Source: an optimization exercise on an open RTL-to-GDS flow (aim: small area and a short achievable clock period). Production flows keep margins and buffers that such runs may drop.
The RTL was checked by simulation tests, not by an equivalence proof against the original design.
Power is estimated from default activity; no workload was simulated.

==> flow/design.v <==
module glue_timer (
    input  wire       clk,
    input  wire       rst,         
    input  wire       wr_en,       
    input  wire [2:0] wr_off,      
    input  wire [7:0] wr_data,
    input  wire       tick,
    output wire [7:0] count,       
    output wire       irq
);
    reg [15:0] ticks;
    reg [7:0]  target;
    reg        paused;
    reg        irq_q;
    wire w_target = wr_en && wr_off == 3'd0;
    wire w_reset  = wr_en && wr_off == 3'd2;
    wire w_trig   = wr_en && wr_off == 3'd3;
    wire w_pause  = wr_en && wr_off == 3'd4;
    wire w_cont   = wr_en && wr_off == 3'd5;
    wire w_zero   = w_target || w_reset || w_trig;
    wire n_paused = w_pause || (paused && !(w_zero || w_cont));
    wire n_irq_w  = w_trig || (irq_q && !(w_target || w_reset || w_cont));
    wire do_tick  = tick && !n_paused;
    wire        tz     = target == 8'd0;
    wire [7:0]  need   = ticks[7:0] ^ target;
    wire [7:0]  cout   = ticks[7:0] & ~target;
    wire        hit    = need[0] && !cout[7] && (cout[6:0] == need[7:1]);
    wire        neg1   = ticks[15] ^ (&ticks[14:0]);    
    wire        fire_r = tz ? !neg1 : hit;
    wire        wrap_r = fire_r && !tz;              
    wire        fire_z = w_target ? (wr_data[7:1] == 7'd0) : (target[7:1] == 7'd0);
    wire        one_z  = w_target ? (wr_data != 8'd1) : (target != 8'd1);
    wire [15:0] t_add;
    glue_inc #(.W(16), .G(4)) u_inc (.a(ticks), .ci(do_tick), .y(t_add));
    wire        clr    = w_zero || (do_tick && wrap_r);
    always @(posedge clk) begin
        if (rst) begin
            ticks  <= 16'd0;
            target <= 8'd255;
            paused <= 1'b1;
            irq_q  <= 1'b0;
        end else begin
            if (w_target)
                target <= wr_data;
            paused <= n_paused;
            irq_q  <= n_irq_w || (do_tick && (w_zero ? fire_z : fire_r));
            if (clr)
                ticks <= {15'd0, w_zero && do_tick && one_z};
            else
                ticks <= t_add;
        end
    end
    assign count = ticks[7:0];
    assign irq   = irq_q;
endmodule
module glue_inc #(
    parameter W = 16,
    parameter G = 4
) (
    input  wire [W-1:0] a,
    input  wire         ci,
    output wire [W-1:0] y
);
    localparam NG = (W + G - 1) / G;
    wire [NG-1:0] ones;      
    wire [NG-1:0] pg;        
    genvar g, i;
    generate
        for (g = 0; g < NG; g = g + 1) begin : grp
            if ((g + 1) * G <= W)
                assign ones[g] = &a[(g + 1) * G - 1 : g * G];
            else
                assign ones[g] = &a[W - 1 : g * G];
            if (g == 0)
                assign pg[g] = 1'b1;
            else
                assign pg[g] = &ones[g - 1 : 0];
        end
        for (i = 0; i < W; i = i + 1) begin : bits
            if (i % G == 0)
                assign y[i] = a[i] ^ (ci & pg[i / G]);
            else
                assign y[i] = a[i] ^ (ci & pg[i / G] & (&a[i - 1 : (i / G) * G]));
        end
    endgenerate
endmodule
module glue_disk (
    input  wire        clk,
    input  wire        rst,              
    input  wire        store_open,
    input  wire        store_writable,
    input  wire [40:0] store_size,
    input  wire        wr_en,            
    input  wire        rd_en,            
    input  wire [2:0]  off,              
    input  wire [7:0]  wr_data,
    output reg         status,           
    output reg         pos_in,           
    output wire [40:0] st_addr,
    output wire [7:0]  st_wdata
);
    localparam OK  = 1'b0;
    localparam NOK = 1'b1;
    reg [7:0]  param [0:3];
    reg [40:0] pos;
    wire [31:0] block    = {param[3], param[2], param[1], param[0]};
    wire [31:0] size_blk = store_size[40:9];
    wire        size_lo  = |store_size[8:0];
    wire        blk_lt   = block < size_blk;
    wire        blk_eq   = block == size_blk;
    wire        seek_le  = blk_lt || blk_eq;
    wire        seek_lt  = blk_lt || (blk_eq && size_lo);
    wire [40:0] pos_inc  = pos + 41'd1;
    wire is_data  = off == 3'd5;
    wire is_cmd   = off == 3'd0;
    wire data_rd  = rd_en && is_data;
    wire data_wr  = wr_en && is_data;
    wire xfer     = data_rd || data_wr;
    wire xfer_ok  = store_open && pos_in && (data_rd || store_writable);
    wire do_seek  = store_open && wr_en && is_cmd && wr_data == 8'h01;
    wire do_sel   = store_open && wr_en && is_cmd && wr_data == 8'h00;
    wire do_inc   = xfer && xfer_ok;
    assign st_addr  = pos;
    assign st_wdata = wr_data;
    always @(posedge clk) begin
        if (rst) begin
            status   <= store_open ? OK : NOK;
            param[0] <= 8'h00;
            param[1] <= 8'h00;
            param[2] <= 8'h00;
            param[3] <= 8'h00;
            pos      <= 41'd0;
            pos_in   <= |store_size;
        end else begin
            if (!store_open) begin
                if ((wr_en && off != 3'd6) || data_rd)
                    status <= NOK;
            end else if (do_sel) begin
                status <= OK;
            end else if (do_seek) begin
                status <= seek_le ? OK : NOK;
            end else if (xfer) begin
                status <= xfer_ok ? OK : NOK;
            end
            if (store_open && wr_en && off == 3'd1) param[0] <= wr_data;
            if (store_open && wr_en && off == 3'd2) param[1] <= wr_data;
            if (store_open && wr_en && off == 3'd3) param[2] <= wr_data;
            if (store_open && wr_en && off == 3'd4) param[3] <= wr_data;
            if (do_seek) begin
                pos    <= {block, 9'd0};
                pos_in <= seek_lt;
            end else if (do_inc) begin
                pos    <= pos_inc;
                pos_in <= pos_inc != store_size;
            end
        end
    end
endmodule
module fuzix_glue (
    input  wire        clk,
    input  wire        rst,              
    input  wire        store_open,
    input  wire        store_writable,
    input  wire [40:0] store_size,
    input  wire        bus_valid,
    input  wire        bus_rd,           
    input  wire        bus_sync,         
    input  wire [15:0] bus_addr,
    input  wire [7:0]  bus_wdata,
    output reg         data_drive,       
    output reg  [7:0]  data_out,         
    input  wire        tick,
    output wire        irq,
    output wire        mem_re,
    output wire        mem_we,
    output wire [15:0] mem_addr,
    output wire [7:0]  mem_wdata,
    input  wire [7:0]  mem_rdata,
    output wire        st_re,
    output wire        st_we,
    output wire [40:0] st_addr,
    output wire [7:0]  st_wdata,
    input  wire [7:0]  st_rdata
);
    wire hi_fe   = bus_addr[15:8] == 8'hFE;
    wire in_disk  = hi_fe && bus_addr[7:3] == 5'b01100 && bus_addr[2:0] != 3'd7;
    wire in_timer = hi_fe && bus_addr[7:3] == 5'b10000 && !(bus_addr[2] && bus_addr[1]);
    wire in_mem   = !in_disk && !in_timer;
    wire [2:0] off = bus_addr[2:0];
    wire cyc = bus_valid && !rst;
    wire rd  = cyc && bus_rd;
    wire wr  = cyc && !bus_rd;
    wire pos_in;
    glue_strobe u_strobe (
        .rst            (rst),
        .bus_valid      (bus_valid),
        .bus_rd         (bus_rd),
        .bus_addr       (bus_addr),
        .store_open     (store_open),
        .store_writable (store_writable),
        .pos_in         (pos_in),
        .mem_re         (mem_re),
        .mem_we         (mem_we),
        .st_re          (st_re),
        .st_we          (st_we)
    );
    assign mem_addr  = bus_addr;
    assign mem_wdata = bus_wdata;
    wire [7:0] timer_count;
    glue_timer u_timer (
        .clk     (clk),
        .rst     (rst),
        .wr_en   (wr && in_timer),
        .wr_off  (off),
        .wr_data (bus_wdata),
        .tick    (tick),
        .count   (timer_count),
        .irq     (irq)
    );
    wire       disk_status;
    glue_disk u_disk (
        .clk            (clk),
        .rst            (rst),
        .store_open     (store_open),
        .store_writable (store_writable),
        .store_size     (store_size),
        .wr_en          (wr && in_disk),
        .rd_en          (rd && in_disk),
        .off            (off),
        .wr_data        (bus_wdata),
        .status         (disk_status),
        .pos_in         (pos_in),
        .st_addr        (st_addr),
        .st_wdata       (st_wdata)
    );
    reg [7:0] rdata;
    always @(*) begin
        if (in_disk) begin
            if (off == 3'd6)
                rdata = {7'd0, disk_status};
            else if (off == 3'd5 && store_open && pos_in)
                rdata = st_rdata;
            else
                rdata = 8'h00;
        end else if (in_timer)
            rdata = (off == 3'd1) ? timer_count : 8'h00;
        else
            rdata = mem_rdata;
    end
    always @(posedge clk) begin
        if (rst)
            data_drive <= 1'b0;
        else if (bus_valid)
            data_drive <= bus_rd;
        if (rd)
            data_out <= rdata;
    end
endmodule
module glue_strobe (
    input  wire        rst,
    input  wire        bus_valid,
    input  wire        bus_rd,
    input  wire [15:0] bus_addr,
    input  wire        store_open,
    input  wire        store_writable,
    input  wire        pos_in,
    output wire        mem_re,
    output wire        mem_we,
    output wire        st_re,
    output wire        st_we
);
    wire hi_fe    = bus_addr[15:8] == 8'hFE;
    wire in_disk  = hi_fe && bus_addr[7:3] == 5'b01100 && bus_addr[2:0] != 3'd7;
    wire in_timer = hi_fe && bus_addr[7:3] == 5'b10000 && !(bus_addr[2] && bus_addr[1]);
    wire is_data  = hi_fe && bus_addr[7:0] == 8'h65;
    wire cyc      = bus_valid && !rst;
    wire xfer     = cyc && is_data && store_open && pos_in;
    assign mem_re = cyc && bus_rd && !in_disk && !in_timer;
    assign mem_we = cyc && !bus_rd && !in_disk && !in_timer;
    assign st_re  = xfer && bus_rd;
    assign st_we  = xfer && !bus_rd && store_writable;
endmodule
==> flow/config.mk <==
export PLATFORM = sky130hd
export DESIGN_NAME = fuzix_glue
export DESIGN_NICKNAME = fuzix_glue
export VERILOG_FILES = /design/flow/design.v
export SDC_FILE = /design/flow/constraint.sdc
export NUM_CORES = 4
export LEC_CHECK = 0
export CAP_MARGIN = 20
export CORE_MARGIN = 2
export CORE_UTILIZATION = 60
export SETUP_SLACK_MARGIN = 1.5
export SLEW_MARGIN = 20
==> flow/constraint.sdc <==
create_clock -name core_clock -period 4.5 [get_ports {clk}]
set_input_delay 0.9000 -clock core_clock [delete_from_list [all_inputs] [get_ports {clk}]]
set_output_delay 0.9000 -clock core_clock [all_outputs]
set_load 0.01 [all_outputs]
standard.sh (not shown) runs the stock make flow with config.mk's settings and CLKGATE_MAP_FILE= SYNTH_SCRIPT=/design/flow/synth_recipe.tcl, a recipe that flattens the netlist after the stock synthesis.
==> flow/flow/run.sh <==
#!/bin/bash
# Own flow: the standard layout (standard.sh: ORFS with the standard flow's
# synthesis script and steps), with two changes to how the layout is made:
#  - ABC maps the logic with the classic delay-driven mapper (map -D, then
#    buffering and gate sizing) from flow/abc_map.script instead of ORFS's
#    abc_speed.script; registers are not touched by ABC, so the registers,
#    their names and their cells are those of the standard synthesis;
#  - the port buffers are the small sky130_fd_sc_hd__buf_1 instead of the
#    default delay-cell buffer; repair_design/repair_timing resize them
#    afterwards wherever timing or slew needs it.
# ORFS's scripts folder is copied here and only abc_speed.script replaced.
set -euo pipefail
rm -rf scripts
cp -r "$FLOW_HOME/scripts" scripts
cp flow/abc_map.script scripts/abc_speed.script
export SCRIPTS_DIR="$PWD/scripts"
export BUFFER_PORTS_ARGS="-buffer_cell sky130_fd_sc_hd__buf_1"
bash standard.sh > standard.log 2>&1
==> flow/flow/abc_map.script <==
strash
dch
map -D 1500
buffer -c
topo
stime -c
upsize -c -D 1500
dnsize -c -D 1500
==> next run, changes <==
--- a/flow/design.v
+++ b/flow/design.v
@@ -19,72 +19,32 @@
     wire w_cont   = wr_en && wr_off == 3'd5;
     wire w_zero   = w_target || w_reset || w_trig;
     wire n_paused = w_pause || (paused && !(w_zero || w_cont));
     wire n_irq_w  = w_trig || (irq_q && !(w_target || w_reset || w_cont));
     wire do_tick  = tick && !n_paused;
-    wire        tz     = target == 8'd0;
-    wire [7:0]  need   = ticks[7:0] ^ target;
-    wire [7:0]  cout   = ticks[7:0] & ~target;
-    wire        hit    = need[0] && !cout[7] && (cout[6:0] == need[7:1]);
-    wire        neg1   = ticks[15] ^ (&ticks[14:0]);    
-    wire        fire_r = tz ? !neg1 : hit;
-    wire        wrap_r = fire_r && !tz;              
-    wire        fire_z = w_target ? (wr_data[7:1] == 7'd0) : (target[7:1] == 7'd0);
-    wire        one_z  = w_target ? (wr_data != 8'd1) : (target != 8'd1);
-    wire [15:0] t_add;
-    glue_inc #(.W(16), .G(4)) u_inc (.a(ticks), .ci(do_tick), .y(t_add));
-    wire        clr    = w_zero || (do_tick && wrap_r);
+    wire [7:0]  n_target = w_target ? wr_data : target;
+    wire        tz       = n_target == 8'd0;
+    wire [15:0] t    = w_zero ? 16'd1 : ticks + 16'd1;
+    wire        fire = tz ? !t[15] : (t[7:0] == n_target);
     always @(posedge clk) begin
         if (rst) begin
             ticks  <= 16'd0;
             target <= 8'd255;
             paused <= 1'b1;
             irq_q  <= 1'b0;
         end else begin
-            if (w_target)
-                target <= wr_data;
+            target <= n_target;
             paused <= n_paused;
-            irq_q  <= n_irq_w || (do_tick && (w_zero ? fire_z : fire_r));
-            if (clr)
-                ticks <= {15'd0, w_zero && do_tick && one_z};
-            else
-                ticks <= t_add;
+            irq_q  <= n_irq_w || (do_tick && fire);
+            if (do_tick)
+                ticks <= (fire && !tz) ? 16'd0 : t;
+            else if (w_zero)
+                ticks <= 16'd0;
         end
     end
     assign count = ticks[7:0];
     assign irq   = irq_q;
-endmodule
-module glue_inc #(
-    parameter W = 16,
-    parameter G = 4
-) (
-    input  wire [W-1:0] a,
-    input  wire         ci,
-    output wire [W-1:0] y
-);
-    localparam NG = (W + G - 1) / G;
-    wire [NG-1:0] ones;      
-    wire [NG-1:0] pg;        
-    genvar g, i;
-    generate
-        for (g = 0; g < NG; g = g + 1) begin : grp
-            if ((g + 1) * G <= W)
-                assign ones[g] = &a[(g + 1) * G - 1 : g * G];
-            else
-                assign ones[g] = &a[W - 1 : g * G];
-            if (g == 0)
-                assign pg[g] = 1'b1;
-            else
-                assign pg[g] = &ones[g - 1 : 0];
-        end
-        for (i = 0; i < W; i = i + 1) begin : bits
-            if (i % G == 0)
-                assign y[i] = a[i] ^ (ci & pg[i / G]);
-            else
-                assign y[i] = a[i] ^ (ci & pg[i / G] & (&a[i - 1 : (i / G) * G]));
-        end
-    endgenerate
 endmodule
 module glue_disk (
     input  wire        clk,
     input  wire        rst,              
     input  wire        store_open,
Utilization rises by 0.43 points. Wire length stays flat. Final area rises by about 0.6%. Register-to-register slack improved by 0.05 ns. Global-route usage rises by 0.18 points. Sequential share of layout area falls by 0.14 points. Power rises by 0.87%. Setup slack improved by 0.049 ns.

## port drivers added, routing unchanged
No port has a modelled driver above. Below, the same layouts with a new extraction and two added sets of constraints. Step 1 assumes that a clkbuf_16 drives the clock port and a buf_2 every other input. Step 2 adds t to the input delays and takes it off the output delays; t is the mean of the earliest and latest rising clock arrival at the registers after step 1. Input paths then give back, and output paths get back, about the clock's delay inside the block. Slacks: ideal ports / drivers / drivers and shift; pairs: ideal ports / drivers.
run	shift t [ns]	setup slack, ns	worst data-port slew with drivers (ns)
the first run	0.399	1.423 / 1.423 / 1.202	0.06
the second run	0.406	1.472 / 1.472 / 1.217	0.05
After both steps setup and hold are still met in every run listed. The setup slack of the second run, which loses most, moves by 0.000 ns with the drivers and by -0.255 ns with both steps.
